From an optimization exercise on the open Yosys and OpenROAD flow, aimed at small area; shortcuts taken in it are not production practice.
In this exercise RTL edits were held to simulation tests only and were not proved equivalent to the original.
Power and IR drop assume default switching activity.

$ cat flow/run.sh
#!/bin/bash
# synth_recipe.tcl (not shown) runs the flow's synth.tcl, then flattens the netlist and writes it again
# the make line also repeats each setting of config.mk as NAME=value (left out here)
make -C /OpenROAD-flow-scripts/flow DESIGN_CONFIG=/design/flow/config.mk WORK_HOME=/design/flow/orfs CLKGATE_MAP_FILE= SYNTH_SCRIPT=/design/flow/synth_recipe.tcl finish
$ cat flow/config.mk
export PLATFORM = sky130hd
export DESIGN_NAME = sgp30_framer
export DESIGN_NICKNAME = sgp30_framer
export VERILOG_FILES = /design/flow/design.v
export SDC_FILE = /design/flow/constraint.sdc
export NUM_CORES = 4
export LEC_CHECK = 0
export CAP_MARGIN = 20
export CORE_MARGIN = 2
export CORE_UTILIZATION = 40
export SLEW_MARGIN = 20
$ cat flow/design.v
module sgp30_crc8 (
    input  wire [7:0] b0,
    input  wire [7:0] b1,
    output reg  [7:0] crc
);
    integer i;
    always @* begin
        crc = 8'hFF ^ b0;
        for (i = 0; i < 8; i = i + 1)
            crc = crc[7] ? ((crc << 1) ^ 8'h31) : (crc << 1);
        crc = crc ^ b1;
        for (i = 0; i < 8; i = i + 1)
            crc = crc[7] ? ((crc << 1) ^ 8'h31) : (crc << 1);
    end
endmodule
module sgp30_framer #(
    parameter [6:0] PERIPH_ADDR  = 7'h58,
    parameter       TICKS_PER_MS = 10
) (
    input  wire        clk,
    input  wire        rst,
    input  wire        start,
    input  wire        reg_wr,
    input  wire [4:0]  reg_addr,
    input  wire [31:0] reg_wdata,
    output reg  [47:0] reg_rdata,
    output wire        busy,
    output wire        done,
    output wire        bus_req_valid,
    output wire        bus_req_read,
    output wire [6:0]  bus_req_addr,
    output wire [3:0]  bus_req_len,
    output wire [63:0] bus_req_wdata,
    input  wire        bus_rsp_valid,
    input  wire        bus_rsp_fail,
    input  wire [71:0] bus_rsp_rdata
);
    localparam [13:0] T_TERM  = 14'h3fff;
    localparam [13:0] T_SHORT = 14'h3e42;    
    localparam [13:0] T_BASE  = 14'h3658;    
    localparam [13:0] T_MEAS  = 14'h1e27;    
    localparam [13:0] T_POLL  = 14'h1ca4;    
    localparam [4:0]  P_INIT  = 5'h1a;       
    localparam [4:0]  P_TERM  = 5'h1f;
    localparam [2:0] E_NONE = 3'd0, E_CK0 = 3'd1, E_DOM = 3'd2, E_IOW = 3'd3,
                     E_ILL  = 3'd4, E_CK1 = 3'd5, E_CK2 = 3'd6, E_IOR = 3'd7;
    reg [3:0]  opsel;
    reg [15:0] arg0, arg1;
    reg [31:0] hum;
    reg        st_busy, st_done, st_ovr, st_lastv;
    reg [2:0]  ecode;
    reg [15:0] r0, r1, r2;
    reg [15:0] last_eco2, last_tvoc;
    reg [3:0]  op;
    reg        xfer;       
    reg        rd;         
    reg        second;     
    reg [13:0] timer;
    reg [4:0]  pollcnt;
    assign busy = st_busy;
    assign done = st_done;
    wire op_init  = (op == 4'd0);
    wire op_initb = (op == 4'd1);
    wire op_ser   = (op == 4'd2);
    wire op_feat  = (op == 4'd3);
    wire op_meas  = (op == 4'd4);
    wire op_gbl   = (op == 4'd5);
    wire op_setbl = (op == 4'd6);
    wire op_raw   = (op == 4'd7);
    wire op_hum   = (op == 4'd8);
    wire mflag    = op_init | op_meas;           
    reg [15:0] opc;
    always @* begin
        case (op)
            4'd0:    opc = second ? 16'h2008 : 16'h2003;
            4'd1:    opc = second ? 16'h201e : 16'h2003;
            4'd2:    opc = 16'h3682;
            4'd3:    opc = 16'h202f;
            4'd4:    opc = 16'h2008;
            4'd5:    opc = 16'h2015;
            4'd6:    opc = 16'h201e;
            4'd7:    opc = 16'h2050;
            default: opc = 16'h2061;
        endcase
    end
    wire [15:0] w0 = bus_rsp_rdata[71:56];
    wire [7:0]  c0 = bus_rsp_rdata[55:48];
    wire [15:0] w1 = bus_rsp_rdata[47:32];
    wire [7:0]  c1 = bus_rsp_rdata[31:24];
    wire [15:0] w2 = bus_rsp_rdata[23:8];
    wire [7:0]  c2 = bus_rsp_rdata[7:0];
    wire [15:0] u0 = rd ? w0 : r0;
    wire [15:0] u1 = rd ? w1 : r1;
    wire [7:0]  k0, k1, k2;
    sgp30_crc8 u_crc0 (.b0(u0[15:8]), .b1(u0[7:0]), .crc(k0));
    sgp30_crc8 u_crc1 (.b0(u1[15:8]), .b1(u1[7:0]), .crc(k1));
    sgp30_crc8 u_crc2 (.b0(w2[15:8]), .b1(w2[7:0]), .crc(k2));
    wire ok0 = (k0 == c0);
    wire ok1 = (k1 == c1);
    wire ok2 = (k2 == c2);
    assign bus_req_valid = xfer;
    assign bus_req_read  = rd;
    assign bus_req_addr  = PERIPH_ADDR;
    assign bus_req_len   = rd ? (op_ser ? 4'd9 : op_feat ? 4'd3 : 4'd6)
                              : ((op_setbl | (op_initb & second)) ? 4'd8 : op_hum ? 4'd5 : 4'd2);
    assign bus_req_wdata = {opc, r0, k0, r1, k1};
    wire ck0  = (ecode == E_CK0);
    wire ck1  = (ecode == E_CK1);
    wire ck2  = (ecode == E_CK2);
    wire edom = (ecode == E_DOM);
    wire eill = (ecode == E_ILL);
    wire eior = (ecode == E_IOR);
    wire [2:0] err_rd = (ck1 | ck2) ? 3'd1 : eior ? 3'd3 : ecode;
    wire [1:0] rescnt = (ecode != E_NONE) ? 2'd0 :
                        op_ser ? 2'd3 : op_feat ? 2'd1 :
                        (op_init | op_meas | op_gbl | op_raw) ? 2'd2 : 2'd0;
    wire [31:0] sel;
    genvar g;
    generate for (g = 0; g < 32; g = g + 1) begin : g_sel
        assign sel[g] = (reg_addr == g);
    end endgenerate
    wire s_r0  = sel[10] & ~mflag | sel[6] & ck0 | sel[8] & edom;
    wire s_r1  = sel[11] & ~mflag | sel[6] & ck1;
    wire s_r2  = sel[12] | sel[13] | sel[6] & ck2;
    wire s_eco = sel[14] | sel[10] & mflag;
    wire s_tvo = sel[15] | sel[11] & mflag;
    wire [15:0] lo16 = ({16{sel[1]}} & arg0) | ({16{sel[2]}} & arg1) | ({16{sel[3]}} & hum[15:0])
                     | ({16{s_r0}} & r0) | ({16{s_r1}} & r1) | ({16{s_r2}} & r2)
                     | ({16{s_eco}} & last_eco2) | ({16{s_tvo}} & last_tvoc);
    wire [7:0]  lo8  = ({8{sel[7] & ck2}} & r0[7:0]) | ({8{sel[7] & ck0}} & r1[7:0])
                     | ({8{sel[7] & ck1}} & r2[7:0]);
    wire [6:0]  lo7  = ({7{sel[16]}} & PERIPH_ADDR);
    wire [3:0]  lo4  = ({4{sel[0]}} & opsel) | ({4{sel[4]}} & {st_lastv, st_ovr, st_done, st_busy})
                     | ({4{sel[5]}} & {1'b0, err_rd}) | ({4{sel[8] & eill}} & op)
                     | ({4{sel[9]}} & {2'b00, rescnt}) | {3'b000, sel[8] & eior};
    always @* begin
        reg_rdata[47:32] = {16{sel[13]}} & r0;
        reg_rdata[31:16] = ({16{sel[3]}} & hum[31:16]) | ({16{sel[13] | sel[8] & edom}} & r1);
        reg_rdata[15:0]  = lo16 | {8'd0, lo8} | {9'd0, lo7} | {12'd0, lo4};
    end
    wire [31:0] wd = reg_wdata & {32{~rst}};
    wire we_opsel = rst | reg_wr & sel[0];
    wire we_arg0  = rst | reg_wr & sel[1];
    wire we_arg1  = rst | reg_wr & sel[2];
    wire we_hum   = rst | reg_wr & sel[3];
    always @(posedge clk) begin
        if (we_opsel) opsel <= wd[3:0];
        if (we_arg0)  arg0  <= wd[15:0];
        if (we_arg1)  arg1  <= wd[15:0];
        if (we_hum)   hum   <= wd;
    end
    wire [13:0] timer_nx = {timer[12:0], timer[13] ^ timer[12] ^ timer[11] ^ timer[1]};
    wire [4:0]  poll_nx  = {pollcnt[3:0], pollcnt[4] ^ pollcnt[2]};
    wire accept   = start & ~st_busy;
    wire rsp      = xfer & bus_rsp_valid;
    wire illegal  = opsel[3] & (opsel[2:0] != 3'd0);
    wire domain   = (opsel == 4'd8) & (hum[31:16] != 16'd0);
    wire first    = (op_init | op_initb) & ~second;
    wire has_read = op_init | op_ser | op_feat | op_meas | op_gbl | op_raw;
    wire bad      = ~ok0 | (~ok1 & ~op_feat) | (~ok2 & op_ser);
    wire again    = op_init & (w0 == 16'd400) & (pollcnt != P_TERM);
    wire [13:0] settle = (op_ser | op_feat) ? T_SHORT : op_gbl ? T_BASE : T_MEAS;
    always @(posedge clk) begin
        if (accept) begin
            r0 <= opsel[3] ? hum[15:0]  : arg1;
            r1 <= opsel[3] ? hum[31:16] : arg0;
        end else begin
            r0 <= {u0[15:8], (rd & ok0 & ok1 & ~ok2 & op_ser) ? c2 : u0[7:0]};
            r1 <= {u1[15:8], (rd & ~ok0) ? c0 : u1[7:0]};
        end
        if (rd)
            r2 <= {w2[15:8], ~ok1 ? c1 : w2[7:0]};
    end
    always @(posedge clk) begin
        timer <= (rsp & (rd | first)) ? T_POLL : rsp ? settle : timer_nx;
        if (!st_busy)
            pollcnt <= P_INIT;
        else if (rsp & rd)
            pollcnt <= poll_nx;
        if (rsp & rd & ~bus_rsp_fail & ~bad & mflag) begin
            last_eco2 <= w0;
            last_tvoc <= w1;
        end
        if (!st_busy)
            second <= 1'b0;
        else if (rsp)
            second <= 1'b1;
    end
    always @(posedge clk) begin
        if (rst) begin
            st_busy  <= 1'b0;
            st_done  <= 1'b0;
            st_ovr   <= 1'b0;
            st_lastv <= 1'b0;
            ecode    <= E_NONE;
            op       <= 4'd1;
            xfer     <= 1'b0;
            rd       <= 1'b0;
        end else begin
            if (start && st_busy)
                st_ovr <= 1'b1;
            if (!st_busy) begin
                if (start) begin
                    op      <= opsel;
                    st_done <= 1'b1;
                    if (illegal) begin
                        ecode <= E_ILL;
                    end else if (domain) begin
                        ecode <= E_DOM;
                    end else begin
                        ecode   <= E_NONE;
                        st_done <= 1'b0;
                        st_busy <= 1'b1;
                        xfer    <= 1'b1;
                    end
                end
            end else if (xfer) begin
                if (rsp) begin
                    rd <= 1'b0;
                    if (bus_rsp_fail) begin
                        ecode   <= rd ? E_IOR : E_IOW;
                        xfer    <= 1'b0;
                        st_busy <= 1'b0;
                        st_done <= 1'b1;
                    end else if (!rd) begin
                        if (first) begin
                            if (op_init)
                                xfer <= 1'b0;
                        end else if (has_read) begin
                            xfer <= 1'b0;
                            rd   <= 1'b1;
                        end else begin
                            xfer    <= 1'b0;
                            st_busy <= 1'b0;
                            st_done <= 1'b1;
                        end
                    end else begin
                        xfer <= 1'b0;
                        if (bad) begin
                            ecode   <= ~ok0 ? E_CK0 : ~ok1 ? E_CK1 : E_CK2;
                            st_busy <= 1'b0;
                            st_done <= 1'b1;
                        end else begin
                            if (mflag)
                                st_lastv <= 1'b1;
                            if (!again) begin
                                st_busy <= 1'b0;
                                st_done <= 1'b1;
                            end
                        end
                    end
                end
            end else begin
                if (timer == T_TERM)
                    xfer <= 1'b1;
            end
        end
    end
endmodule
$ cat flow/constraint.sdc
create_clock -name core_clock -period 6.0 [get_ports {clk}]
set_input_delay 1.2000 -clock core_clock [delete_from_list [all_inputs] [get_ports {clk}]]
set_output_delay 1.2000 -clock core_clock [all_outputs]
set_load 0.01 [all_outputs]
==> flow_summary.toml, run 1 <==
[route]
wl_per_cell_um = 24.7
viasPerCell = 5.71
drt-initial-drc-count = 1071
antenna_left = 0
drc = 0
num_vias = 9410
firstDrtPassIters = 8
wl_mm = 40.7

[cells_and_area]
final_cells = 1647
final_nets = 1372
syn2layout_area_growth_pct = 29.5
final_cell_area_um2 = 14400
fin_util_pct = 52.2
fillers = 2497
antennaDiodeCount = 0
drive_above_1_share_pct = 8.04

[power_and_ir_drop]
irDropWorstVdd_v = 0.000409
pwr_density_cell_nw_per_um2 = 456
leakage_nw = 5.26

[floorplan]
die_y_um = 171
start_util_pct = 40.3
die_area_um2 = 29200
io_pins = 242
placementRows = 61
core_area_um2 = 27600
die_width_um = 171

[worst_setup_path]
critPathKind = "in2out"
ff2ff_path_depth = 9
crit_start = "reg_addr[3]"
rr_startpoint = "rd"
cp_max_fo = 13
cp_data_arrival_time_ns = 4.41
start_kind = "primary input"
end_kind = "output port"
r2r-end = "last_tvoc[0]"
cp.required_ns = 4.80
worst-r2r-setup-slack_ns = 1.66

[global_route]
antenna_found_initial = 0
track_usage_pct = 27.5
grt_pass1_vias = 8870
grt_max_degree = 51
grt_first_pass_wirelength_mm = 57.9
grt-ovfl-total = 0

[clock_network]
h-tree-depth = 4
cts_tree = "yes"
postCtsHoldBufs = 0
path_clk_slew_ns = 0.08
clock_latency_ns = 0.44
cts_setup_buffers = 0
cts.sinks = 181
cts.path.max_buffers = 2
numCtsBuffers = 17
post_cts_resized = 0
cts_root_buf = "clkbuf_16"

[synthesis]
synth_ff_type = "edfxtp_1"
synth_cells = 1048
yosysSeqAreaShare_pct = 43.0
ys_types = 70
synth-edff-count = 116
synth.yosys.warnings = 2
synthArstFlopShare_pct = 0
postSynthAreaPerCell_um2 = 10.6
ys_seq_elements = 181
syn_area_um2 = 11100

[min_path]
min_path_cells = 2
min_from = "timer[10]"
hold_path_end = "timer[11]"
hp-class = "reg2reg"

[run]
drv_cap = 0

[sta]
tightestPinTransition_ns = 1.14
clock_skew_ns = 0.0140
rsz0062_at_grt = "false"
hold_viol_final = 0
finalSetupViolCount = 0
max_freq_ghz = 0.178
relSlewSlack_pct = 24.3
holdWs_ns = 0.456
slew_viol_final = 0
period_share_pct = 93.5
tns_ns = 0
period_needed_ns = 5.61

[placement]
place.gp.congestion = 0.941
dp.cells = 1615
portBuffers = 229
placed_area_um2 = 13800
dpl.hpwl_mm = 31.4

[status]
status = "complete, no violations"
==> layout make-up <==
type | instances | area, µm² | share of cell area (%)
clock buffers | 17 | 425 | 2.95
clock inverters | 15 | 181 | 1.26
inverters | 8 | 30.0 | 0.208
multi-input cells | 788 | 6000 | 41.6
flip-flops and latches | 181 | 4790 | 33.2
well taps | 378 | 473 | 3.28
repair buffers | 260 | 2520 | 17.5
==> worst max path at each step <==
stage	slack [ns]	endpoint
floorplan	0.57	last_eco2[0]
detailed placement	0.46	last_tvoc[9]
finish	0.39	reg_rdata[3]
CTS	0.45	reg_rdata[3]
global route	0.21	reg_rdata[3]
global placement	0.35	reg_rdata[3]
==> worst max-delay path, stage by stage <==
cell and delay (ns):
clkdlybuf4s50_1 0.69, nor2b_1 0.54, a32oi_1 0.18, nor2b_1 0.13
buf_4 0.19, o21bai_1 0.40, nand2_1 0.17, nand4_1 0.15
a221o_1 0.20, clkdlybuf4s50_1 0.55
==> cells in the mapped netlist, types with 3 or more instances <==
master	n	share of area [%]
a211oi_1	20	1.3
a21o_1	16	1.1
a21oi_1	37	1.7
a221o_1	8	0.72
a221oi_1	12	0.94
a222oi_1	16	1.4
a22o_1	25	2.0
a22oi_1	12	0.81
a31oi_1	6	0.34
a32oi_1	3	0.24
and2_1	25	1.4
and3_1	7	0.39
buf_1	5	0.17
buf_2	4	0.18
buf_4	15	1.0
clkbuf_1	54	1.8
dfxtp_1	65	12
edfxtp_1	116	31
inv_1	8	0.27
mux2_2	23	2.3
mux2i_1	68	6.1
nand2_1	77	2.6
nand2b_1	18	1.0
nand3_1	21	0.94
nand3b_1	5	0.34
nand4_1	7	0.39
nor2_1	53	1.8
nor2b_1	58	3.3
nor3_1	19	0.85
nor3b_1	4	0.27
nor4_1	14	0.79
o21a_1	4	0.27
o21ai_0	33	1.5
o21ai_1	8	0.36
o21bai_1	5	0.34
xnor2_1	74	5.8
xnor3_1	24	4.9
xor2_1	37	2.9
xor3_1	6	1.3
==> metrics by stage <==
stage                     setup WS (ns)  power (mW)
after global routing              0.210        6.93
after detailed placement          0.464        5.44
after floorplan                   0.571        3.84
after global placement            0.353        5.43
after CTS                         0.453        6.58
final                             0.388        6.58
==> cells by family (layout without fill, tap and decap cells) <==
group	count (synthesis)	in the layout	synth area share, %
AO/OA/AOI/OAI	221	221	14.2
XOR/XNOR	143	143	15.3
adder cells (fa/ha/maj)	1	1	0.112
buffers and inverters	89	300	3.70
flip-flops	181	181	43.0
multiplexers	93	93	8.74
other	2	12	0.0674
AND/OR/NAND/NOR	318	318	14.9
==> cells in the final DEF, fill, tap and decap left out, drive strengths merged, types with 41 or more instances in the layout <==
master and instances:
nor2b 58, xnor2 75, edfxtp 116, dfxtp 65, clkdlybuf4s50 228, nand2 77
o21ai 41, nor2 53, mux2i 69
==> power breakdown <==
part / internal, mW / switching, mW / total [mW]
sequential: 1.48 / 0.239 / 1.72
combinational: 1.97 / 1.75 / 3.72
clock: 0.567 / 0.579 / 1.15
total: 4.02 / 2.56 / 6.58
==> per-layer routing <==
layer	track usage (%)	part of all wire [%]
met3	5.62	9.0
met5	0	0
met1	38.4	43
met2	43.2	45
met4	8.25	2.7
==> state kept, by name, indices dropped and copies added, names as in the netlist, 4 cells and up <==
name       flops
hum           32
arg0          16
arg1          16
last_eco2     16
last_tvoc     16
r0            16
r1            16
r2            16
timer         14
pollcnt        5
op             4
opsel          4
==> inputs of run 2 (changes only) <==
--- a/flow/design.v
+++ b/flow/design.v
@@ -36,10 +36,10 @@
     input  wire [71:0] bus_rsp_rdata
 );
-    localparam [13:0] T_TERM  = 14'h3fff;
-    localparam [13:0] T_SHORT = 14'h3e42;    
-    localparam [13:0] T_BASE  = 14'h3658;    
-    localparam [13:0] T_MEAS  = 14'h1e27;    
-    localparam [13:0] T_POLL  = 14'h1ca4;    
-    localparam [4:0]  P_INIT  = 5'h1a;       
+    localparam [13:0] T_TERM  = 14'h3438;
+    localparam [13:0] T_SHORT = 14'h027e;    
+    localparam [13:0] T_BASE  = 14'h007a;    
+    localparam [13:0] T_MEAS  = 14'h0232;    
+    localparam [13:0] T_POLL  = 14'h023a;    
+    localparam [4:0]  P_PRE   = 5'h1d;
     localparam [4:0]  P_TERM  = 5'h1f;
     localparam [2:0] E_NONE = 3'd0, E_CK0 = 3'd1, E_DOM = 3'd2, E_IOW = 3'd3,
@@ -55,6 +55,4 @@
     reg        xfer;       
     reg        rd;         
-    reg        second;     
-    reg [13:0] timer;
     reg [4:0]  pollcnt;
     assign busy = st_busy;
@@ -69,10 +67,11 @@
     wire op_raw   = (op == 4'd7);
     wire op_hum   = (op == 4'd8);
+    wire first    = (op_init | op_initb) & (pollcnt == P_PRE);
     wire mflag    = op_init | op_meas;           
     reg [15:0] opc;
     always @* begin
         case (op)
-            4'd0:    opc = second ? 16'h2008 : 16'h2003;
-            4'd1:    opc = second ? 16'h201e : 16'h2003;
+            4'd0:    opc = first ? 16'h2003 : 16'h2008;
+            4'd1:    opc = first ? 16'h2003 : 16'h201e;
             4'd2:    opc = 16'h3682;
             4'd3:    opc = 16'h202f;
@@ -103,5 +102,5 @@
     assign bus_req_addr  = PERIPH_ADDR;
     assign bus_req_len   = rd ? (op_ser ? 4'd9 : op_feat ? 4'd3 : 4'd6)
-                              : ((op_setbl | (op_initb & second)) ? 4'd8 : op_hum ? 4'd5 : 4'd2);
+                              : ((op_setbl | (op_initb & ~first)) ? 4'd8 : op_hum ? 4'd5 : 4'd2);
     assign bus_req_wdata = {opc, r0, k0, r1, k1};
     wire ck0  = (ecode == E_CK0);
@@ -125,9 +124,13 @@
     wire s_eco = sel[14] | sel[10] & mflag;
     wire s_tvo = sel[15] | sel[11] & mflag;
+    wire s_r0l = s_r0 | sel[7] & ck2;            
+    wire s_r1l = s_r1 | sel[7] & ck0;
+    wire s_r2l = s_r2 | sel[7] & ck1;
+    wire [15:0] s_r0v = {{8{s_r0}}, {8{s_r0l}}};
+    wire [15:0] s_r1v = {{8{s_r1}}, {8{s_r1l}}};
+    wire [15:0] s_r2v = {{8{s_r2}}, {8{s_r2l}}};
     wire [15:0] lo16 = ({16{sel[1]}} & arg0) | ({16{sel[2]}} & arg1) | ({16{sel[3]}} & hum[15:0])
-                     | ({16{s_r0}} & r0) | ({16{s_r1}} & r1) | ({16{s_r2}} & r2)
+                     | (s_r0v & r0) | (s_r1v & r1) | (s_r2v & r2)
                      | ({16{s_eco}} & last_eco2) | ({16{s_tvo}} & last_tvoc);
-    wire [7:0]  lo8  = ({8{sel[7] & ck2}} & r0[7:0]) | ({8{sel[7] & ck0}} & r1[7:0])
-                     | ({8{sel[7] & ck1}} & r2[7:0]);
     wire [6:0]  lo7  = ({7{sel[16]}} & PERIPH_ADDR);
     wire [3:0]  lo4  = ({4{sel[0]}} & opsel) | ({4{sel[4]}} & {st_lastv, st_ovr, st_done, st_busy})
@@ -137,5 +140,5 @@
         reg_rdata[47:32] = {16{sel[13]}} & r0;
         reg_rdata[31:16] = ({16{sel[3]}} & hum[31:16]) | ({16{sel[13] | sel[8] & edom}} & r1);
-        reg_rdata[15:0]  = lo16 | {8'd0, lo8} | {9'd0, lo7} | {12'd0, lo4};
+        reg_rdata[15:0]  = lo16 | {9'd0, lo7} | {12'd0, lo4};
     end
     wire [31:0] wd = reg_wdata & {32{~rst}};
@@ -150,5 +153,5 @@
         if (we_hum)   hum   <= wd;
     end
-    wire [13:0] timer_nx = {timer[12:0], timer[13] ^ timer[12] ^ timer[11] ^ timer[1]};
+    wire [13:0] timer_nx = {r2[12:0], r2[13] ^ r2[12] ^ r2[11] ^ r2[1]};
     wire [4:0]  poll_nx  = {pollcnt[3:0], pollcnt[4] ^ pollcnt[2]};
     wire accept   = start & ~st_busy;
@@ -156,5 +159,4 @@
     wire illegal  = opsel[3] & (opsel[2:0] != 3'd0);
     wire domain   = (opsel == 4'd8) & (hum[31:16] != 16'd0);
-    wire first    = (op_init | op_initb) & ~second;
     wire has_read = op_init | op_ser | op_feat | op_meas | op_gbl | op_raw;
     wire bad      = ~ok0 | (~ok1 & ~op_feat) | (~ok2 & op_ser);
@@ -169,12 +171,17 @@
             r1 <= {u1[15:8], (rd & ~ok0) ? c0 : u1[7:0]};
         end
-        if (rd)
-            r2 <= {w2[15:8], ~ok1 ? c1 : w2[7:0]};
-    end
-    always @(posedge clk) begin
-        timer <= (rsp & (rd | first)) ? T_POLL : rsp ? settle : timer_nx;
+        if (st_busy) begin
+            if (xfer & rd)
+                r2 <= {op_init ? {2'b00, T_POLL[13:8]} : w2[15:8], ~ok1 ? c1 : op_init ? T_POLL[7:0] : w2[7:0]};
+            else if (xfer)
+                r2 <= {2'b00, first ? T_POLL : settle};
+            else
+                r2 <= {2'b00, timer_nx};
+        end
+    end
+    always @(posedge clk) begin
         if (!st_busy)
-            pollcnt <= P_INIT;
-        else if (rsp & rd)
+            pollcnt <= P_PRE;
+        else if (rsp & (rd | first))
             pollcnt <= poll_nx;
         if (rsp & rd & ~bus_rsp_fail & ~bad & mflag) begin
@@ -182,8 +189,4 @@
             last_tvoc <= w1;
         end
-        if (!st_busy)
-            second <= 1'b0;
-        else if (rsp)
-            second <= 1'b1;
     end
     always @(posedge clk) begin
@@ -252,5 +255,5 @@
                 end
             end else begin
-                if (timer == T_TERM)
+                if (r2[13:0] == T_TERM)
                     xfer <= 1'b1;
             end
==> flow/flow/run.sh (new file) <==
#!/bin/bash
# Own layout flow: the standard flow (standard.sh) with three changes:
#  - synthesis is the standard flow's synthesis script with ABC's mapping run for area
#    (flow/area_synth.tcl, flow/area.script); flip-flop mapping is unchanged;
#  - the port buffers use the smallest buffer cell;
#  - the clock tree uses clkbuf_8 without dummy loads.
set -euo pipefail
cd "$(dirname "$0")/.."
W=$(pwd)
export AREA_ABC_SCRIPT="$W/flow/area.script"
export BUFFER_PORTS_ARGS="-buffer_cell sky130_fd_sc_hd__buf_1"
export CTS_ARGS="-sink_clustering_enable -repair_clock_nets -buf_list sky130_fd_sc_hd__clkbuf_8 -dont_use_dummy_load"
sed "s#$W/synth_recipe.tcl#$W/flow/area_synth.tcl#" standard.sh > flow_standard.sh
grep -q "flow/area_synth.tcl" flow_standard.sh
bash flow_standard.sh > flow_standard.log 2>&1
==> flow/flow/area.script (new file) <==
strash
dc2
dc2
dch -f
amap -F 10
==> flow/flow/area_synth.tcl (new file) <==
# The standard flow's synthesis script, with ABC's technology mapping run for area
proc synth {args} { yosys synth -nofsm -noshare {*}$args }
proc abc {args} {
  set i [lsearch -exact $args -script]
  if {$i >= 0} {
    set args [lreplace $args $i [expr {$i + 1}] -script $::env(AREA_ABC_SCRIPT)]
  }
  yosys abc {*}$args
}
source $::env(SCRIPTS_DIR)/synth.tcl
# left out here: clear keep_hierarchy, flatten, clean up, hide names made inside functions, write 1_2_yosys.v
==> flow/standard.sh (new file) <==
#!/bin/bash
# synth_recipe.tcl (not shown) runs the flow's synth.tcl, then flattens the netlist and writes it again
# the make line also repeats each setting of config.mk as NAME=value (left out here)
make -C /OpenROAD-flow-scripts/flow DESIGN_CONFIG=/design/flow/config.mk WORK_HOME=/design/flow/orfs CLKGATE_MAP_FILE= SYNTH_SCRIPT=/design/flow/synth_recipe.tcl "${@:-finish}"
--- a/flow/config.mk
+++ b/flow/config.mk
@@ -8,4 +8,4 @@
 export CAP_MARGIN = 20
 export CORE_MARGIN = 2
-export CORE_UTILIZATION = 40
+export CORE_UTILIZATION = 50
 export SLEW_MARGIN = 20
removed: flow/run.sh
==> run 2 against run 1 <==
Worst hold slack gained 0.033 ns; routed wire length fell by 11%; critical path depth is 17 higher; critical path type is now in2reg; clock-buffer cell count unchanged; power is 46% lower; fmax rose by 2.4%; clock skew rose by 0.026 ns; final cell count decreased by 7.8%; highest routed layer unchanged; largest cell class is now sequential cells.
==> flow_summary.toml, run 2 <==
[route]
viasPerCell = 6.34
firstDrtPassIters = 8
drc = 0
drt-initial-drc-count = 1265
wl_per_cell_um = 23.9
num_vias = 9627
antenna_left = 0
wl_mm = 36.3

[synthesis]
synth.yosys.warnings = 2
synth_ff_type = "edfxtp_1"
postSynthAreaPerCell_um2 = 9.04
ys_seq_elements = 166
synth_most_common_cell = "nor2_1"
synth_area_leaders = "edfxtp_1 39%, dfxtp_1 11%, o22ai_1 7.5%"
syn_area_um2 = 8980
synth_cells = 993
synthArstFlopShare_pct = 0
yosysTopAreaCell = "edfxtp_1"
synth_common_cells = "137 x nor2_1, 116 x edfxtp_1, 107 x clkinv_1, 107 x o22ai_1, 86 x nand2_1"
synth-edff-count = 116
yosysSeqAreaShare_pct = 49.9
ys_types = 42
synth_top_area_share_pct = 38.8

[sta]
clock_skew_ns = 0.0396
slew_viol_final = 0
rsz0062_at_grt = "false"
period_needed_ns = 5.48
period_share_pct = 91.3
hold_viol_final = 0
tightestPinTransition_ns = 1.18
tns_ns = 0
finalSetupViolCount = 0
relSlewSlack_pct = 20.3
max_freq_ghz = 0.183

[worst_setup_path]
cp_data_arrival_time_ns = 5.80
start_kind = "primary input"
critPathKind = "in2reg"
cpPeakStageDelay_ns = 0.40
cpMaxStageDelayCell = "a2111oi_0"
cp_max_fo = 5
cp.required_ns = 6.32
cpMostUsedCell = "nor2_1"
end_kind = "register"
crit_start = "bus_rsp_rdata[47]"
rr_startpoint = "rd"

[min_path]
hp-class = "reg2reg"
min_from = "pollcnt[0]"

[global_route]
grt_first_pass_wirelength_mm = 53.8
grt_max_degree = 42
antenna_found_initial = 0
track_usage_pct = 37.1
grt_pass1_vias = 8862
grt-ovfl-total = 0

[placement]
place.gp.congestion = 0.974
portBuffers = 229
dpl.hpwl_mm = 27.6

[floorplan]
core_area_um2 = 17800
placementRows = 49
die_y_um = 138
io_pins = 242
start_util_pct = 50.5
die_area_um2 = 19000
die_width_um = 138

[cells_and_area]
fillers = 1647
register_area_um2 = 4490
final_nets = 1408
final_cell_mix = "228 x buf_1, 135 x nor2_1, 116 x edfxtp_1, 106 x clkinv_1, 106 x o22ai_1"
syn2layout_area_growth_pct = 20.1
largest_reg_flops = 32
antennaDiodeCount = 0
final_common_cell = "buf_1"
largest_register = "hum"
multi_input_area_um2 = 4080
drive_above_1_share_pct = 6.59

[status]
status = "complete, no violations"

[run]
drv_cap = 0

[power_and_ir_drop]
finalPower_mw = 3.58
irDropWorstVdd_v = 0.000195
pwr_density_cell_nw_per_um2 = 332
leakage_nw = 3.59

[clock_network]
cts.path.max_buffers = 2
numCtsBuffers = 17
cts_root_buf = "clkbuf_8"
cts_tree = "yes"
cts.sinks = 166
cts_setup_buffers = 0
h-tree-depth = 4
path_clk_slew_ns = 0.08
clock_latency_ns = 0.46
[run 2: changes by cell type in the layout (fill, tap and decap cells not counted), moves of 25 or more]
cell	delta
o22ai_1	+104
clkinv_1	+105
buf_1	+228
xor2_1	-36
clkdlybuf4s50_1	-228
a21oi_1	+44
mux2i_1	-68
o21ai_0	+36
nor2_1	+83
and2_1	-25
xnor2_1	-73
[run 2: final cells by class]
class,count,area share (%)
clock buffers,17,2.17
well taps,229,2.66
inverters,107,3.77
flip-flops and latches,166,41.6
repair buffers,285,12.0
multi-input cells,715,37.8
[run 2: final timing paths]
| kind | end | slack [ns] | cells after the start |
|---|---|---|---|
| worst max-delay path | st_done | 0.52 | 27 |
| worst min register to register | pollcnt[1] | 0.49 | 2 |
| worst max register to register | r0[0] | 0.70 | 25 |
| worst min-delay path | pollcnt[1] | 0.49 | 2 |
[run 2: repair_timing]
action,4_1_cts,5_1_grt
endpoints found under the setup margin,0,8
hold buffers,0,0
resized for setup,0,3
[run 2: logic make-up after synthesis]
family / count (synthesis) / synth area share [%]
AO/OA/AOI/OAI: 392 / 28.8
flip-flops: 166 / 49.9
AND/OR/NAND/NOR: 308 / 15.1
adder cells (fa/ha/maj): 1 / 0.139
XOR/XNOR: 2 / 0.195
other: 2 / 0.0836
buffers and inverters: 122 / 5.73
[run 2: report_power, final]
group,total (mW),switching (mW),internal (mW)
sequential,1.46,0.119,1.34
combinational,1.51,0.971,0.538
clock,0.610,0.359,0.251
[run 2: per-stage QoR]
step / util, % / hold WS [ns] / setup slack [ns] / cells / instance area, µm²
finish: 60.7 / 0.489 / 0.521 / 1519 / 10800
global route: 60.7 / 0.524 / 0.0222 / 1519 / 10800
CTS: 60.6 / 0.489 / 0.560 / 1519 / 10800
detailed placement: 59.3 / 0.471 / 0.152 / 1502 / 10500
global placement: 59.3 / 0.464 / 0.221 / 1502 / 10500
floorplan: - / 0.436 / 0.0355 / 1003 / 9070
[run 2: per-layer routing]
metal  vias up  part of all wire (%)  global-route usage, %
met3        84                    12                   7.90
met4         0                   3.9                   14.8
met5         -                     0                      0
li1       4429                     -                      -
met2       703                    46                   60.3
met1      4411                    38                   48.7
[run 2: critical path: cells and delay by family]
| kind | cells | cell delay, ns |
|---|---|---|
| AO/OA/AOI/OAI | 13 | 2.87 |
| buffers and inverters | 6 | 0.86 |
| AND/OR/NAND/NOR | 8 | 0.86 |
==> inputs of run 3 (changes only) <==
--- a/flow/design.v
+++ b/flow/design.v
@@ -55,4 +55,5 @@
     reg        xfer;       
     reg        rd;         
+    reg        chk;        
     reg [4:0]  pollcnt;
     assign busy = st_busy;
@@ -160,6 +161,7 @@
     wire domain   = (opsel == 4'd8) & (hum[31:16] != 16'd0);
     wire has_read = op_init | op_ser | op_feat | op_meas | op_gbl | op_raw;
-    wire bad      = ~ok0 | (~ok1 & ~op_feat) | (~ok2 & op_ser);
-    wire again    = op_init & (w0 == 16'd400) & (pollcnt != P_TERM);
+    wire [2:0] badv = {~ok2 & op_ser, ~ok1 & ~op_feat, ~ok0};
+    wire bad      = ecode != 3'd0;
+    wire again    = op_init & (r0 == 16'd400) & (pollcnt != P_TERM);
     wire [13:0] settle = (op_ser | op_feat) ? T_SHORT : op_gbl ? T_BASE : T_MEAS;
     always @(posedge clk) begin
@@ -171,5 +173,5 @@
             r1 <= {u1[15:8], (rd & ~ok0) ? c0 : u1[7:0]};
         end
-        if (st_busy) begin
+        if (st_busy & ~chk) begin
             if (xfer & rd)
                 r2 <= {op_init ? {2'b00, T_POLL[13:8]} : w2[15:8], ~ok1 ? c1 : op_init ? T_POLL[7:0] : w2[7:0]};
@@ -183,9 +185,9 @@
         if (!st_busy)
             pollcnt <= P_PRE;
-        else if (rsp & (rd | first))
+        else if ((rsp & first) | chk)
             pollcnt <= poll_nx;
-        if (rsp & rd & ~bus_rsp_fail & ~bad & mflag) begin
-            last_eco2 <= w0;
-            last_tvoc <= w1;
+        if (chk & ~bad & mflag) begin
+            last_eco2 <= r0;
+            last_tvoc <= r1;
         end
     end
@@ -200,4 +202,5 @@
             xfer     <= 1'b0;
             rd       <= 1'b0;
+            chk      <= 1'b0;
         end else begin
             if (start && st_busy)
@@ -239,17 +242,21 @@
                         end
                     end else begin
-                        xfer <= 1'b0;
-                        if (bad) begin
-                            ecode   <= ~ok0 ? E_CK0 : ~ok1 ? E_CK1 : E_CK2;
-                            st_busy <= 1'b0;
-                            st_done <= 1'b1;
-                        end else begin
-                            if (mflag)
-                                st_lastv <= 1'b1;
-                            if (!again) begin
-                                st_busy <= 1'b0;
-                                st_done <= 1'b1;
-                            end
-                        end
+                        xfer  <= 1'b0;
+                        chk   <= 1'b1;
+                        ecode <= badv;
+                    end
+                end
+            end else if (chk) begin
+                chk <= 1'b0;
+                if (bad) begin
+                    ecode   <= ecode[0] ? E_CK0 : ecode[1] ? E_CK1 : E_CK2;
+                    st_busy <= 1'b0;
+                    st_done <= 1'b1;
+                end else begin
+                    if (mflag)
+                        st_lastv <= 1'b1;
+                    if (!again) begin
+                        st_busy <= 1'b0;
+                        st_done <= 1'b1;
                     end
                 end
==> run 3 against run 2 <==
Power fell by 5.7%; still clean on timing, DRC and antenna; combinational power decreased by 15%; critical path type is now reg2out; largest power group is now registers; final area shrank 0.32%; final cell count increased by 0.72%.
==> flow_summary.toml, run 3 <==
[route]
firstDrtPassIters = 9
wl_per_cell_um = 23.8
drc = 0
num_vias = 9714
antenna_left = 0
wl_mm = 36.5
viasPerCell = 6.35
drt-initial-drc-count = 1204

[sta]
hold_viol_final = 0
clock_skew_ns = 0.0356
tightestPinTransition_ns = 1.16
max_freq_ghz = 0.181
fin_ws_ns = 0.474
finalSetupViolCount = 0
rsz0062_at_grt = "false"
relSlewSlack_pct = 22.6
period_needed_ns = 5.53
period_share_pct = 92.1
slew_viol_final = 0

[synthesis]
synth-edff-count = 116
postSynthAreaPerCell_um2 = 8.88
synth_most_common_cell = "nor2_1"
syn_area_um2 = 9110
yosysTopAreaCell = "edfxtp_1"
synth.yosys.warnings = 2
synth_cells = 1026
synth_top_area_share_pct = 38.2
synth_ff_type = "edfxtp_1"
synthArstFlopShare_pct = 0
ys_seq_elements = 167
yosysSeqAreaShare_pct = 49.4
synth_common_cells = "125 x nor2_1, 118 x clkinv_1, 116 x edfxtp_1"
synth_area_leaders = "edfxtp_1 38%, dfxtp_1 11%, o22ai_1 7.1%"
ys_types = 42

[global_route]
track_usage_pct = 37.1
antenna_found_initial = 0
grt_pass1_vias = 8671
grt_max_degree = 43
grt_first_pass_wirelength_mm = 53.8
grt-ovfl-total = 0

[worst_setup_path]
worstPathCellList = "clkinv_4 > buf_4 > o22ai_1 > nor2_1 > a21oi_1 > nand2_1 > o21ai_0 > clkinv_1 > o22ai_1 > nor2_1 > a21oi_1 > nor2_1 > a21oi_1 > clkinv_1 > a21oi_1 > buf_1"
cpMaxStageDelayCell = "dfxtp_4"
end_kind = "output port"
ff2ff_path_depth = 23
cp_max_fo = 22
critPathKind = "reg2out"
cpPeakStageDelay_ns = 0.49
start_kind = "register"
cp_data_arrival_time_ns = 4.33
cp.required_ns = 4.80
cpMostUsedCell = "a21oi_1"

[cells_and_area]
multi_input_area_um2 = 4160
final_common_cell = "buf_1"
largest_reg_flops = 32
syn2layout_area_growth_pct = 18.0
register_area_um2 = 4510
antennaDiodeCount = 0
final_cell_area_um2 = 10700
largest_register = "hum"
final_nets = 1419
drive_above_1_share_pct = 5.23
fillers = 1667
final_cell_mix = "228 x buf_1, 121 x nor2_1, 116 x clkinv_1, 116 x edfxtp_1, 104 x nand2_1"

[clock_network]
post_cts_resized = 0
cts.sinks = 167
cts_tree = "yes"
path_clk_slew_ns = 0.09
cts_setup_buffers = 0
numCtsBuffers = 17
cts_root_buf = "clkbuf_8"
cts.path.max_buffers = 2
h-tree-depth = 4
clock_latency_ns = 0.48
postCtsHoldBufs = 0

[placement]
pre_cts_slack_ns = -0.0421
portBuffers = 229
place.gp.congestion = 0.972
dpl.hpwl_mm = 27.1
placed_area_um2 = 10500

[power_and_ir_drop]
switching_share_pct = 39.9
pwr_density_cell_nw_per_um2 = 314
combinationalPowerShare_pct = 38.4
pwr-share-clk_pct = 18.2
internal_power_mw = 2.02
leakage_nw = 3.51
power_switching_mw = 1.35
irDropWorstVdd_v = 0.000251
sequentialPowerShare_pct = 43.4

[floorplan]
die_y_um = 139
die_area_um2 = 19300
placementRows = 49
start_util_pct = 50.9
core_area_um2 = 17900
die_width_um = 139
io_pins = 242

[status]
status = "complete, no violations"

[min_path]
hp-class = "reg2reg"
min_path_cells = 2

[run]
drv_cap = 0
run 3: changes by cell type in the layout (fill, tap and decap cells not counted), sizes merged, moves of 4 or more:
cell and delta:
a22o -6, a222oi -11, o22ai -4, nand2 +20, a21oi -14, nor2 -12
a31oi +5, clkinv +10, o2111ai -11, nor3 +10, buf -22, o21ai +17
o221ai +8
run 3: cell type report:
| cell class | instances | share of cell area [%] |
|---|---|---|
| inverter | 118 | 4.17 |
| sequential | 167 | 41.9 |
| multi-input combinational | 736 | 38.7 |
| tap | 229 | 2.67 |
| clock buffer | 17 | 2.18 |
| timing repair buffer | 263 | 10.4 |
run 3: final timing paths:
check	from	to	slack [ns]
max	rd	bus_req_wdata[28]	0.47
min	pollcnt[0]	pollcnt[1]	0.49
max reg2reg	rd	r2[0]	0.52
min reg2reg	pollcnt[0]	pollcnt[1]	0.49
run 3: routing by layer:
layer	global-route usage, %	part of all wire [%]
met4	13.5	3.4
met3	8.94	13
met2	53.9	43
met1	54.0	41
met5	0	0
run 3: stage by stage:
| stage | power (mW) | std cells | setup TNS [ns] | hold WS, ns | utilization [%] |
|---|---|---|---|---|---|
| 2_1_floorplan | 2.24 | 1036 | 0 | 0.437 | - |
| 6_report | 3.37 | 1530 | 0 | 0.485 | 60.0 |
| 3_3_place_gp | 2.74 | 1513 | 0 | 0.467 | 58.6 |
| 4_1_cts | 3.34 | 1530 | 0 | 0.489 | 59.9 |
| 5_1_grt | 3.56 | 1530 | 0 | 0.499 | 60.0 |
| 3_5_place_dp | 2.74 | 1513 | -0.127 | 0.476 | 58.6 |
run 3: power groups by stage:
stage | Sequential (mW) | Clock (mW) | Combinational (mW)
after floorplan | 1.46 | 0 | 0.782
after global placement | 1.48 | 0 | 1.25
after detailed placement | 1.48 | 0 | 1.26
after CTS | 1.46 | 0.619 | 1.27
after global routing | 1.47 | 0.661 | 1.43
final | 1.46 | 0.615 | 1.29
run 3: logic make-up (layout without fill, tap and decap cells):
family / after synthesis / count (layout) / share of synthesized area (%)
fa+ha+maj: 1 / 1 / 0.137
xor+xnor: 8 / 8 / 0.769
compound gates: 391 / 391 / 27.9
simple gates: 324 / 324 / 15.6
flops: 167 / 167 / 49.4
other cells: 2 / 12 / 0.0824
buf+inv: 133 / 398 / 6.10
run 3: critical path: cells and delay by family, from the launching register on:
kind | cells | cell delay, ns
buffers and inverters | 5 | 1.20
AOI/OAI and AO/OA | 7 | 1.84
and+or+nand+nor | 4 | 0.32
DFF | 1 | 0.49
==> inputs of run 4 (changes only) <==
==> flow/flow/area.script (replaced) <==
strash
dc2
dc2
dc2
dc2
dch -f
amap -F 10
==> run 4 against run 3 <==
Still clean on timing, DRC and antenna; combinational power barely moved; clock-buffer cell count did not move; final area fell by 0.56%; worst hold slack improved by 0.0040 ns; setup slack improved by 0.053 ns; sequential power barely moved; register-to-register slack improved by 0.09 ns; first-iteration DRC count rose by 14%; global-route usage fell by 0.58 points; die area fell by 0.87%; non-clock buffer count rose by 4; sequential share of layout area rose by 0.21 points; critical path type is now in2reg; critical endpoint is now r0[7]; highest routed layer unchanged.
==> flow_summary.toml, run 4 <==
[status]
status = "complete, no violations"

[cells_and_area]
multi_input_area_um2 = 4090
largest_reg_flops = 32
final_cells = 1498
drive_above_1_share_pct = 5.28
syn2layout_area_growth_pct = 18.4
fillers = 1742
antennaDiodeCount = 0
final_cell_mix = "228 x buf_1, 130 x nor2_1, 116 x edfxtp_1, 109 x o22ai_1, 108 x clkinv_1"
final_common_cell = "buf_1"
register_area_um2 = 4510
final_nets = 1387
largest_register = "hum"
final_cell_area_um2 = 10700

[clock_network]
postCtsHoldBufs = 0
cts_setup_buffers = 0
h-tree-depth = 4
cts.path.max_buffers = 2
cts_tree = "yes"
numCtsBuffers = 17
path_clk_slew_ns = 0.08
clock_latency_ns = 0.47
cts.sinks = 167
cts_root_buf = "clkbuf_8"

[route]
drt-initial-drc-count = 1375
drc = 0
num_vias = 9624
viasPerCell = 6.42
wl_mm = 36.1
wl_per_cell_um = 24.1
antenna_left = 0
firstDrtPassIters = 6

[power_and_ir_drop]
pwr_density_cell_nw_per_um2 = 315
power_switching_mw = 1.36
pwr-share-clk_pct = 18.3
combinationalPowerShare_pct = 37.9
sequentialPowerShare_pct = 43.8
internal_power_mw = 2.00
switching_share_pct = 40.4
leakage_nw = 3.47
irDropWorstVdd_v = 0.000341

[sta]
relSlewSlack_pct = 23.3
finalSetupViolCount = 0
max_freq_ghz = 0.183
rsz0062_at_grt = "false"
clock_skew_ns = 0.0273
period_share_pct = 91.2
tightestPinTransition_ns = 1.15
hold_viol_final = 0
slew_viol_final = 0
period_needed_ns = 5.47

[synthesis]
synth.yosys.warnings = 2
ys_types = 44
synth_area_leaders = "edfxtp_1 39%, dfxtp_1 11%, o22ai_1 7.6%"
syn_area_um2 = 9030
synth_cells = 990
synth_top_area_share_pct = 38.6
synth_ff_type = "edfxtp_1"
yosysTopAreaCell = "edfxtp_1"
ys_seq_elements = 167
yosysSeqAreaShare_pct = 49.9
synthArstFlopShare_pct = 0
synth_common_cells = "133 x nor2_1, 116 x edfxtp_1, 110 x o22ai_1"
postSynthAreaPerCell_um2 = 9.12
synth_most_common_cell = "nor2_1"
synth-edff-count = 116

[floorplan]
die_y_um = 138
core_area_um2 = 17800
io_pins = 242
start_util_pct = 50.6
die_width_um = 138
die_area_um2 = 19200
placementRows = 49

[global_route]
grt-ovfl-total = 0
track_usage_pct = 36.5
antenna_found_initial = 0
grt_pass1_vias = 8513
grt_max_degree = 45
grt_first_pass_wirelength_mm = 52.7

[worst_setup_path]
start_kind = "primary input"
cpMostUsedCell = "a21oi_1"
cpMaxStageDelayCell = "or4_1"
critPathKind = "in2reg"
worstPathCellList = "buf_1 > o22ai_1 > buf_4 > nor2_1 > a21oi_1 > nand2_1 > o21ai_0 > nor2_1 > a21oi_1 > nor2_1 > a21oi_1 > clkinv_1 > a21oi_1 > clkinv_1 > o22ai_1 > a21oi_1 > or4_1 > nor4_2 > clkinv_1 > nor4_4 > clkinv_1 > o22ai_1 > o22ai_1"
cp_max_fo = 8
ff2ff_path_depth = 22
cpPeakStageDelay_ns = 0.42
end_kind = "register"
cp.required_ns = 6.30
cp_data_arrival_time_ns = 5.77

[placement]
dpl.hpwl_mm = 27.0
dp.cells = 1481
placed_area_um2 = 10400
place.gp.congestion = 1.03
portBuffers = 229

[run]
drv_cap = 0

[min_path]
min_path_cells = 2
hp-class = "reg2reg"
## run 4: changes by cell type after synthesis, moves of 8 or more
cell | before | now
clkinv_1 | 118 | 109
nand2_1 | 106 | 71
nor2_1 | 125 | 133
o2111ai_1 | 4 | 14
o21ai_0 | 88 | 65
## run 4: final timing paths
check / from / to / slack (ns)
setup / recovery: bus_rsp_rdata[71] / r0[7] / 0.53
hold / removal: pollcnt[0] / pollcnt[1] / 0.49
setup reg to reg: rd / r0[7] / 0.61
hold reg to reg: pollcnt[0] / pollcnt[1] / 0.49
## run 4: metal layers
| layer | GRT usage (%) | vias to the layer above | wire [µm] |
|---|---|---|---|
| met5 | 0 | - | 0 |
| met4 | 14.2 | 0 | 1560 |
| met3 | 8.31 | 90 | 4740 |
| met2 | 53.8 | 709 | 15400 |
| met1 | 52.5 | 4444 | 14400 |
| li1 | - | 4381 | - |
## run 4: per-stage QoR
step	utilization (%)	total power [mW]	setup WS (ns)	setup TNS (ns)	hold WS [ns]
CTS	59.8	3.32	0.304	0	0.485
global placement	58.5	2.72	0.0718	0	0.468
floorplan	-	2.24	0.118	0	0.437
finish	59.9	3.36	0.527	0	0.489
global route	59.9	3.53	0.134	0	0.507
detailed placement	58.5	2.73	-0.0306	-0.0574	0.473
## run 4: final cells by class
| class | instances | area share, % |
|---|---|---|
| well taps | 229 | 2.68 |
| multi-input cells | 709 | 38.3 |
| inverters | 109 | 3.85 |
| clock buffers | 17 | 2.19 |
| repair buffers | 267 | 10.8 |
| flip-flops and latches | 167 | 42.2 |
## run 4: kinds of logic (layout without fill, tap and decap cells)
family / count (synthesis) / count (layout) / synth area share [%]
simple gates: 297 / 297 / 14.7
compound gates: 389 / 389 / 28.4
other cells: 2 / 12 / 0.0832
xor+xnor: 10 / 10 / 0.970
fa+ha+maj: 1 / 1 / 0.139
flops: 167 / 167 / 49.9
buf+inv: 124 / 393 / 5.78
## run 4: critical path: cells and delay by family
family	cells	cell delay, ns
compound gates	10	2.03
simple gates	7	1.40
buf+inv	6	1.13
## run 4: timing repair
item                       in CTS  in global routing
hold endpoints to repair        0                  0
resized for setup               0                  5
setup endpoints to repair       0                  8
## run 4: power groups by stage
stage,combinational (mW),clock [mW],sequential (mW)
after global routing,1.39,0.660,1.48
after global placement,1.23,0,1.49
after detailed placement,1.24,0,1.49
after floorplan,0.777,0,1.46
final,1.27,0.614,1.47
after CTS,1.24,0.614,1.47
==> inputs of run 5 (changes only) <==
--- a/flow/config.mk
+++ b/flow/config.mk
@@ -8,4 +8,4 @@
 export CAP_MARGIN = 20
 export CORE_MARGIN = 2
-export CORE_UTILIZATION = 50
+export CORE_UTILIZATION = 65
 export SLEW_MARGIN = 20
==> run 5 against run 4 <==
Critical path depth fell by 2; setup slack got worse by 0.12 ns; sequential share of layout area rose by 0.68 points; final area fell by 1.6%; sequential cell count did not move; via count rose by 4.6%; worst hold slack improved by 0.00088 ns; synthesized area did not move; critical path type unchanged; highest routed layer unchanged.
==> flow_summary.toml, run 5 <==
[synthesis]
synth_top_area_share_pct = 38.6
yosysTopAreaCell = "edfxtp_1"
synth_most_common_cell = "nor2_1"
synth-edff-count = 116
ys_types = 44
postSynthAreaPerCell_um2 = 9.12
ys_seq_elements = 167
synth_cells = 990
syn_area_um2 = 9030
synth_common_cells = "133 x nor2_1, 116 x edfxtp_1, 110 x o22ai_1"
yosysSeqAreaShare_pct = 49.9
synth.yosys.warnings = 2
synthArstFlopShare_pct = 0
synth_area_leaders = "edfxtp_1 39%, dfxtp_1 11%, o22ai_1 7.6%"
synth_ff_type = "edfxtp_1"

[worst_setup_path]
start_kind = "primary input"
path_buf_inv = 5
worstPathCellList = "buf_1 > o22ai_1 > nor2_1 > a21oi_1 > nor2_1 > a21oi_1 > clkinv_1 > a21oi_1 > nor2_1 > a21oi_1 > xor2_1 > clkinv_1 > o22ai_1 > a21oi_1 > or4_1 > nor4_1 > clkinv_1 > nor4_4 > clkinv_1 > o22ai_1 > o22ai_1"
cp.required_ns = 6.30
cp_data_arrival_time_ns = 5.89
critPathKind = "in2reg"
critPathTopFamily = "compound AO/OA/AOI/OAI gates"
cpMostUsedCell = "a21oi_1"
end_kind = "register"
cpPeakStageDelay_ns = 0.47
cpMaxStageDelayCell = "or4_1"
cp_max_fo = 8

[power_and_ir_drop]
pwr_density_cell_nw_per_um2 = 319
switching_share_pct = 40.8
power_switching_mw = 1.37
internal_power_mw = 1.99
irDropWorstVdd_v = 0.000233
pwr-share-clk_pct = 18.0
combinationalPowerShare_pct = 38.2
sequentialPowerShare_pct = 43.8
leakage_nw = 3.41

[floorplan]
die_width_um = 122
die_y_um = 122
core_area_um2 = 13700
start_util_pct = 65.8
placementRows = 43
die_area_um2 = 14900
io_pins = 242

[global_route]
grt_first_pass_wirelength_mm = 51.0
track_usage_pct = 46.9
grt_max_degree = 45
grt-ovfl-total = 0
antenna_found_initial = 0
grt_pass1_vias = 9008

[sta]
tns_ns = 0
tightestPinTransition_ns = 1.14
rsz0062_at_grt = "false"
relSlewSlack_pct = 23.8
finalSetupViolCount = 0
period_share_pct = 93.2
clock_skew_ns = 0.0391
hold_viol_final = 0
max_freq_ghz = 0.179
slew_viol_final = 0
period_needed_ns = 5.59

[cells_and_area]
largest_reg_flops = 32
final_cell_area_um2 = 10500
final_cells = 1437
final_cell_mix = "228 x buf_1, 129 x nor2_1, 116 x edfxtp_1, 110 x o22ai_1, 108 x clkinv_1"
syn2layout_area_growth_pct = 16.5
fillers = 1035
final_common_cell = "buf_1"
antennaDiodeCount = 0
largest_register = "hum"
drive_above_1_share_pct = 4.38
final_nets = 1375

[clock_network]
cts_setup_buffers = 0
h-tree-depth = 4
cts.sinks = 167
cts_tree = "yes"
cts.path.max_buffers = 2
numCtsBuffers = 17
cts_root_buf = "clkbuf_8"
clock_latency_ns = 0.47
path_clk_slew_ns = 0.08

[route]
viasPerCell = 7.00
drc = 0
wl_per_cell_um = 24.2
num_vias = 10063
antenna_left = 0
wl_mm = 34.8
firstDrtPassIters = 6
drt-initial-drc-count = 2017

[status]
status = "complete, no violations"

[placement]
portBuffers = 229
dpl.hpwl_mm = 25.5
place.gp.congestion = 1.05
placed_area_um2 = 10300
dp.cells = 1420

[min_path]
hp-class = "reg2reg"

[run]
drv_cap = 0
[run 5: layout make-up]
type / instances / area (µm²) / area share (%)
Tap cell: 180 / 225 / 2.14
Clock buffer: 17 / 234 / 2.22
Sequential cell: 167 / 4510 / 42.8
Timing Repair Buffer: 255 / 1060 / 10.1
Inverter: 109 / 412 / 3.91
Multi-Input combinational cell: 709 / 4080 / 38.8
[run 5: worst reg2reg max path, stage by stage, from the launching register on]
cell	delay (ns)
dfxtp_2	0.48
buf_6	0.36
o21ai_0	0.34
o21ai_0	0.41
nor2_1	0.10
a21oi_2	0.21
nor2_1	0.08
a21oi_1	0.21
nor2_1	0.07
a21oi_1	0.25
xor2_1	0.28
clkinv_1	0.17
o22ai_1	0.32
a21oi_1	0.11
or4_1	0.48
nor4_1	0.37
clkinv_1	0.24
nor4_4	0.35
clkinv_1	0.27
o22ai_1	0.21
o22ai_1	0.09
[run 5: metal layers]
metal / GRT usage (%) / vias up / share of wire, %
met5: 0 / - / 0
met4: 26.9 / 0 / 7.2
li1: - / 4356 / -
met2: 71.2 / 1042 / 43
met3: 14.8 / 229 / 17
met1: 59.6 / 4436 / 33
[run 5: power groups by stage]
| stage | Sequential, mW | Clock, mW | Combinational [mW] |
|---|---|---|---|
| after floorplan | 1.46 | 0 | 0.777 |
| after global placement | 1.48 | 0 | 1.21 |
| after detailed placement | 1.48 | 0 | 1.22 |
| after CTS | 1.46 | 0.599 | 1.23 |
| after global routing | 1.48 | 0.637 | 1.38 |
| final | 1.47 | 0.604 | 1.28 |
[run 5: cells by family (layout without fill, tap and decap cells)]
family,after synthesis,after routing,share of synthesized area (%)
and+or+nand+nor,297,297,14.7
xor gates and xnor gates,10,10,0.970
buffers and inverters,124,381,5.78
AOI/OAI and AO/OA,389,389,28.4
other,2,12,0.0832
adders and majority gates,1,1,0.139
DFF,167,167,49.9
[run 5: through the flow]
step / setup slack (ns) / total power [mW] / hold slack [ns] / util, %
final: 0.409 / 3.35 / 0.490 / 76.7
after global routing: 0.0137 / 3.50 / 0.511 / 76.7
after CTS: 0.399 / 3.29 / 0.492 / 76.6
after detailed placement: 0.176 / 2.71 / 0.473 / 74.9
after global placement: 0.371 / 2.69 / 0.459 / 74.9
after floorplan: 0.118 / 2.24 / 0.437 / -
[run 5: worst paths after layout]
kind / from / endpoint / slack [ns] / depth (start not counted)
max: bus_rsp_rdata[71] / r0[2] / 0.41 / 21
min: pollcnt[0] / pollcnt[1] / 0.49 / 2
max reg2reg: rd / r0[2] / 0.47 / 20
min reg2reg: pollcnt[0] / pollcnt[1] / 0.49 / 2
[run 5: timing repair]
action                                  CTS  global route
hold buffers                              0             0
endpoints found under the setup margin    0             8
gates resized for setup                   0             5
==> inputs of run 6 (changes only) <==
--- a/flow/design.v
+++ b/flow/design.v
@@ -170,5 +170,5 @@
             r1 <= opsel[3] ? hum[31:16] : arg0;
         end else begin
-            r0 <= {u0[15:8], (rd & ok0 & ok1 & ~ok2 & op_ser) ? c2 : u0[7:0]};
+            r0 <= {u0[15:8], (rd & ok0 & ~ok2 & op_ser) ? c2 : u0[7:0]};
             r1 <= {u1[15:8], (rd & ~ok0) ? c0 : u1[7:0]};
         end
==> run 6 against run 5 <==
Largest cell class unchanged; still clean on timing, DRC and antenna; fmax decreased by 0.59%; critical path type is now reg2reg; via count increased by 1.7%; highest routed layer unchanged; worst hold slack got worse by 0.0096 ns.
==> flow_summary.toml, run 6 <==
[route]
viasPerCell = 7.09
num_vias = 10237
antenna_left = 0
drc = 0
drt-initial-drc-count = 2222
wl_per_cell_um = 24.4
firstDrtPassIters = 8
wl_mm = 35.2

[floorplan]
die_area_um2 = 14800
start_util_pct = 65.8
io_pins = 242
placementRows = 43
die_width_um = 122
core_area_um2 = 13700
die_y_um = 122

[cells_and_area]
multi_input_area_um2 = 4080
largest_register = "hum"
syn2layout_area_growth_pct = 16.5
fillers = 1047
final_cell_mix = "228 x buf_1, 118 x nor2_1, 116 x edfxtp_1, 106 x o22ai_1, 103 x clkinv_1"
largest_reg_flops = 32
final_nets = 1381
antennaDiodeCount = 0
register_area_um2 = 4510
drive_above_1_share_pct = 4.43
final_common_cell = "buf_1"

[synthesis]
synthArstFlopShare_pct = 0
synth_cells = 992
postSynthAreaPerCell_um2 = 9.10
yosysSeqAreaShare_pct = 49.9
synth.yosys.warnings = 2
synth_area_leaders = "edfxtp_1 39%, dfxtp_1 11%, o22ai_1 7.3%"
ys_seq_elements = 167
synth_common_cells = "121 x nor2_1, 116 x edfxtp_1, 106 x o22ai_1"
synth_ff_type = "edfxtp_1"
synth-edff-count = 116
ys_types = 44
syn_area_um2 = 9030
synth_most_common_cell = "nor2_1"
yosysTopAreaCell = "edfxtp_1"
synth_top_area_share_pct = 38.6

[sta]
clock_skew_ns = 0.0357
fin_ws_ns = 0.376
slew_viol_final = 0
tns_ns = 0
max_freq_ghz = 0.178
rsz0062_at_grt = "false"
period_needed_ns = 5.62
hold_viol_final = 0
period_share_pct = 93.7
finalSetupViolCount = 0
tightestPinTransition_ns = 1.17
relSlewSlack_pct = 20.9

[clock_network]
path_clk_slew_ns = 0.08
numCtsBuffers = 17
clock_latency_ns = 0.47
cts_root_buf = "clkbuf_8"
postCtsHoldBufs = 0
cts_tree = "yes"
post_cts_resized = 0
h-tree-depth = 4
cts_setup_buffers = 0
cts.sinks = 167
cts.path.max_buffers = 2

[worst_setup_path]
start_kind = "register"
end_kind = "register"
critPathKind = "reg2reg"
cp.required_ns = 6.21
cp_data_arrival_time_ns = 5.83
cp_max_fo = 25

[global_route]
grt-ovfl-total = 0
grt_first_pass_wirelength_mm = 51.3
track_usage_pct = 47.2
antenna_found_initial = 0
grt_pass1_vias = 8737
grt_max_degree = 45

[status]
status = "complete, no violations"

[min_path]
hp-class = "reg2reg"

[placement]
pre_cts_slack_ns = 0.221
portBuffers = 229
place.gp.congestion = 1.05
dpl.hpwl_mm = 25.8

[run]
drv_cap = 0

[power_and_ir_drop]
irDropWorstVdd_v = 0.000302
pwr_density_cell_nw_per_um2 = 316
leakage_nw = 3.41
-- run 6: cells by family after synthesis --
kind of cell	after synthesis	synth area share, %
AO/OA/AOI/OAI	390	28.5
XOR/XNOR	5	0.485
adder cells (fa/ha/maj)	1	0.139
buffers and inverters	119	5.57
flip-flops	167	49.9
other	2	0.0832
AND/OR/NAND/NOR	308	15.4
-- run 6: layer usage --
metal  share of wire [%]  track usage [%]  vias up
met5                   0                0        -
met4                 6.8             23.6        0
met3                  19             13.6      205
met2                  41             68.6     1108
met1                  34             64.7     4543
li1                    -                -     4381
-- run 6: worst paths after layout --
| check | start | endpoint | cells past startpoint | slack, ns |
|---|---|---|---|---|
| worst max register to register | rd | r2[0] | 19 | 0.38 |
| worst min-delay path | pollcnt[0] | pollcnt[1] | 2 | 0.48 |
| worst min register to register | pollcnt[0] | pollcnt[1] | 2 | 0.48 |
| worst max-delay path | rd | r2[0] | 19 | 0.38 |
-- run 6: layout make-up --
type | count | area share, %
clock buffer | 17 | 2.22
inverter | 104 | 3.72
multi-input combinational | 716 | 38.8
sequential | 167 | 42.8
tap | 180 | 2.14
timing repair buffer | 259 | 10.3
-- run 6: where the power goes --
part / switching, mW / internal, mW / total, mW
Combinational: 0.855 / 0.389 / 1.24
Clock: 0.359 / 0.250 / 0.610
Sequential: 0.128 / 1.34 / 1.47
-- run 6: critical path, stage by stage (launching register included) --
cell	delay [ns]
dfxtp_2	0.35
clkinv_2	0.38
o22ai_1	0.68
nand2_1	0.10
o21ai_0	0.12
nor2_1	0.06
a21oi_1	0.38
o21ai_0	0.35
nor2_1	0.18
a21oi_1	0.09
o21ai_0	0.54
o21ai_0	0.28
nor2_1	0.16
a21oi_1	0.05
a2111oi_0	0.40
o2111ai_1	0.34
nand2_1	0.23
clkinv_1	0.14
a222oi_1	0.39
clkinv_1	0.12
-- run 6: stage by stage --
step           area [µm²]  power, mW  utilization [%]  hold slack [ns]  std cells
2_1_floorplan        9070       2.21                -            0.437       1002
3_3_place_gp        10300       2.65             75.0            0.464       1426
3_5_place_dp        10300       2.68             75.0            0.470       1426
4_1_cts             10500       3.26             76.7            0.479       1443
5_1_grt             10500       3.46             76.7            0.501       1443
6_report            10500       3.33             76.7            0.480       1443

-- port drivers added, routing unchanged --
The results above use ideal ports. As a check the final layouts listed here were re-extracted and re-timed, cells and wires unchanged.
Step 1, drivers: a clkbuf_16 drives clk and a buf_2 each remaining input, both assumed.
Step 2 adds t to the input delays and takes it off the output delays; t is the mean of the earliest and latest rising clock arrival at the registers after step 1. Input paths then give back, and output paths get back, about the clock's delay inside the block.
Slacks: ideal ports / drivers / drivers and shift; pairs: ideal ports / drivers.
run | shift t [ns] | setup slack, ns | slew at the worst register clock pin (ns) | worst data-port slew with drivers (ns)
run 1 | 0.491 | 0.388 / 0.354 / 0.354 | 0.08 / 0.08 | 0.04
run 2 | 0.488 | 0.521 / 0.493 / 0.047 | 0.11 / 0.11 | 0.04
run 3 | 0.503 | 0.474 / 0.430 / 0.075 | 0.11 / 0.11 | 0.04
run 4 | 0.490 | 0.527 / 0.549 / 0.059 | 0.10 / 0.10 | 0.04
run 5 | 0.490 | 0.409 / 0.432 / -0.058 | 0.10 / 0.10 | 0.05
run 6 | 0.496 | 0.376 / 0.364 / 0.017 | 0.09 / 0.09 | 0.05
With both steps, setup timing fails in run 5, where it was met with ideal ports. For run 2, which loses most, drivers alone change the setup slack by -0.028 ns; drivers and shift together by -0.474 ns.
